This design comes from an exercise in tuning for small area on the open sky130 flow, not from production work. Function was checked by simulation only, so behaviour that the tests miss may differ from the original. The flow treats the clock pin as an ideal source, which a real chip does not have. No activity file was given, so power comes from the tool's default toggle rates.

==> v15 <==
// wt440hrx_core
module wt440hrx_core #(
    parameter [31:0] BIT_LEN      = 32'd2000,
    parameter [31:0] TOL          = 32'd200,
    parameter [31:0] DEDUP_WINDOW = 32'd1000000,
    parameter        LAYOUT       = 0
) (
    input  wire               clk,
    input  wire               rst,
    input  wire               edge_valid,
    input  wire [31:0]        edge_ts,
    output wire               bit_valid,
    output wire               bit_value,
    output wire [31:0]        bit_ts,
    output wire               fr_valid,
    output wire               fr_dup,
    output wire               rd_valid,
    output wire [3:0]         rd_house,
    output wire [1:0]         rd_channel,
    output wire [1:0]         rd_status,
    output wire               rd_batt,
    output wire [7:0]         rd_hum,
    output wire [7:0]         rd_tint,
    output wire [3:0]         rd_tfrac,
    output wire [1:0]         rd_seq,
    output wire [31:0]        rd_ts,
    output wire [2:0]         rd_channel_rep,
    output wire signed [12:0] rd_temp_x16
);
clock: 14.0 ns
lec_check: 0
cap_margin: 20
core_margin: 2
core_utilization: 40
slew_margin: 20
synth_hierarchical: 1
standard.sh (not shown) runs the stock make flow with config.mk's settings and CLKGATE_MAP_FILE= SYNTH_SCRIPT=/design/flow/synth_recipe.tcl, a recipe that flattens the netlist after the stock synthesis.
==> flow/flow/run.sh <==
#!/bin/bash
# The standard layout, with the smallest buffer (buf_1) as each port's
# buffer, and a clock tree of clkbuf_4 without dummy loads in which the
# leaves that drive too much are upsized to clkbuf_8 (flow/post_cts.tcl).
set -euo pipefail
export BUFFER_PORTS_ARGS="-buffer_cell sky130_fd_sc_hd__buf_1"
export CTS_ARGS="-sink_clustering_enable -repair_clock_nets -buf_list sky130_fd_sc_hd__clkbuf_4 -dont_use_dummy_load"
export POST_CTS_TCL="$PWD/flow/post_cts.tcl"
bash standard.sh > standard_flow.log 2>&1
==> flow/flow/post_cts.tcl <==
# Sourced by ORFS at the end of its CTS step (POST_CTS_TCL). The tree is
# built from clkbuf_4; a leaf buffer whose flip-flops would see a clock slew
# above 100 ps (placement estimate) is upsized to clkbuf_8, then the
# placement is legalized again.
estimate_parasitics -placement
set my_upsized 0
foreach inst [get_cells clkbuf_*] {
  set out [get_pins -of_objects $inst -filter "direction==output"]
  set worst 0.0
  foreach p [get_pins -of_objects [get_nets -of_objects $out] -filter "direction==input"] {
    set w [expr {max([get_property $p slew_max_rise], [get_property $p slew_max_fall])}]
    if {$w > $worst} { set worst $w }
  }
  if {$worst > 0.100 && [get_property [get_lib_cells -of_objects $inst] name] eq "sky130_fd_sc_hd__clkbuf_4"} {
    replace_cell $inst sky130_fd_sc_hd__clkbuf_8
    incr my_upsized
  }
}
puts "post_cts: upsized $my_upsized clock buffers"
detailed_placement
check_placement -verbose
estimate_parasitics -placement
==> v32 (differences from v15) <==
--- a/flow/flow/post_cts.tcl
+++ b/flow/flow/post_cts.tcl
@@ -1,6 +1,6 @@
 # Sourced by ORFS at the end of its CTS step (POST_CTS_TCL). The tree is
 # built from clkbuf_4; a leaf buffer whose flip-flops would see a clock slew
-# above 100 ps (placement estimate) is upsized to clkbuf_8, then the
+# above 112 ps (placement estimate) is upsized to clkbuf_8, then the
 # placement is legalized again.
 estimate_parasitics -placement
 set my_upsized 0
@@ -11,7 +11,7 @@
     set w [expr {max([get_property $p slew_max_rise], [get_property $p slew_max_fall])}]
     if {$w > $worst} { set worst $w }
   }
-  if {$worst > 0.100 && [get_property [get_lib_cells -of_objects $inst] name] eq "sky130_fd_sc_hd__clkbuf_4"} {
+  if {$worst > 0.112 && [get_property [get_lib_cells -of_objects $inst] name] eq "sky130_fd_sc_hd__clkbuf_4"} {
     replace_cell $inst sky130_fd_sc_hd__clkbuf_8
     incr my_upsized
   }
- CORE_UTILIZATION: 40 -> 85
==> v4 (differences from v15) <==
--- a/flow/flow/post_cts.tcl
+++ b/flow/flow/post_cts.tcl
@@ -1,6 +1,6 @@
 # Sourced by ORFS at the end of its CTS step (POST_CTS_TCL). The tree is
 # built from clkbuf_4; a leaf buffer whose flip-flops would see a clock slew
-# above 100 ps (placement estimate) is upsized to clkbuf_8, then the
+# above 112 ps (placement estimate) is upsized to clkbuf_8, then the
 # placement is legalized again.
 estimate_parasitics -placement
 set my_upsized 0
@@ -11,7 +11,7 @@
     set w [expr {max([get_property $p slew_max_rise], [get_property $p slew_max_fall])}]
     if {$w > $worst} { set worst $w }
   }
-  if {$worst > 0.100 && [get_property [get_lib_cells -of_objects $inst] name] eq "sky130_fd_sc_hd__clkbuf_4"} {
+  if {$worst > 0.112 && [get_property [get_lib_cells -of_objects $inst] name] eq "sky130_fd_sc_hd__clkbuf_4"} {
     replace_cell $inst sky130_fd_sc_hd__clkbuf_8
     incr my_upsized
   }
- CORE_UTILIZATION: 40 -> 60
==> comparison <==
v15 finished with timing, DRC and antenna clean. v32 produced a clean layout. v4 produced a clean layout. Of v15 and v4, v4 has the higher global-route usage (gap 6.9 points). Between v32 and v4, the lower register-to-register slack is in v32 (gap 0.03 ns). Cell area: v15 > v4 > v32. Die area, lowest first: v32, v4, v15. Of v4 and v32, v32 has the higher non-clock buffer count (gap 1). In count of clock-buffer cells in the layout, v32 and v15 do not differ. Between v32 and v15, the lower power is in v32 (gap about 2.3%, measured against v15). Critical path depth: v32 is lower than v4 (1). The lowest utilization belongs to v15, the highest to v32. In synthesized cell count, v4 and v15 do not differ. The lowest clock skew belongs to v15, the highest to v32.

==> static timing again, ports no longer ideal <==
No port has a modelled driver above. Below, the same layouts with a new extraction and two added sets of constraints. Step 1 sets driving cells, clkbuf_16 on the clock port and buf_2 on the other inputs (assumed; they add their load-dependent delay and slew). Step 2 moves the port delays by t, midway between the first and last clock arrival at a register: inputs arrive t later, outputs are due t later. That takes back most of the time a late clock gives input paths. a / b / c = ideal / step 1 / step 2; a / b = the first two.
run | t (ns) | slack for setup (ns) | worst setup path after step 2 | worst register clock-pin slew, ns | worst data-port slew with drivers (ns)
v15 | 0.471 | 1.198 / 1.173 / 1.173 | input to output | 0.09 / 0.09 | 0.05
v32 | 0.463 | 1.003 / 0.979 / 0.979 | input to output | 0.12 / 0.12 | 0.05
v4 | 0.464 | 1.021 / 1.000 / 1.000 | input to output | 0.11 / 0.11 | 0.04
After both steps every run listed still meets setup and hold. For v15, which loses most, drivers alone change the setup slack by -0.025 ns; drivers and shift together by -0.025 ns.
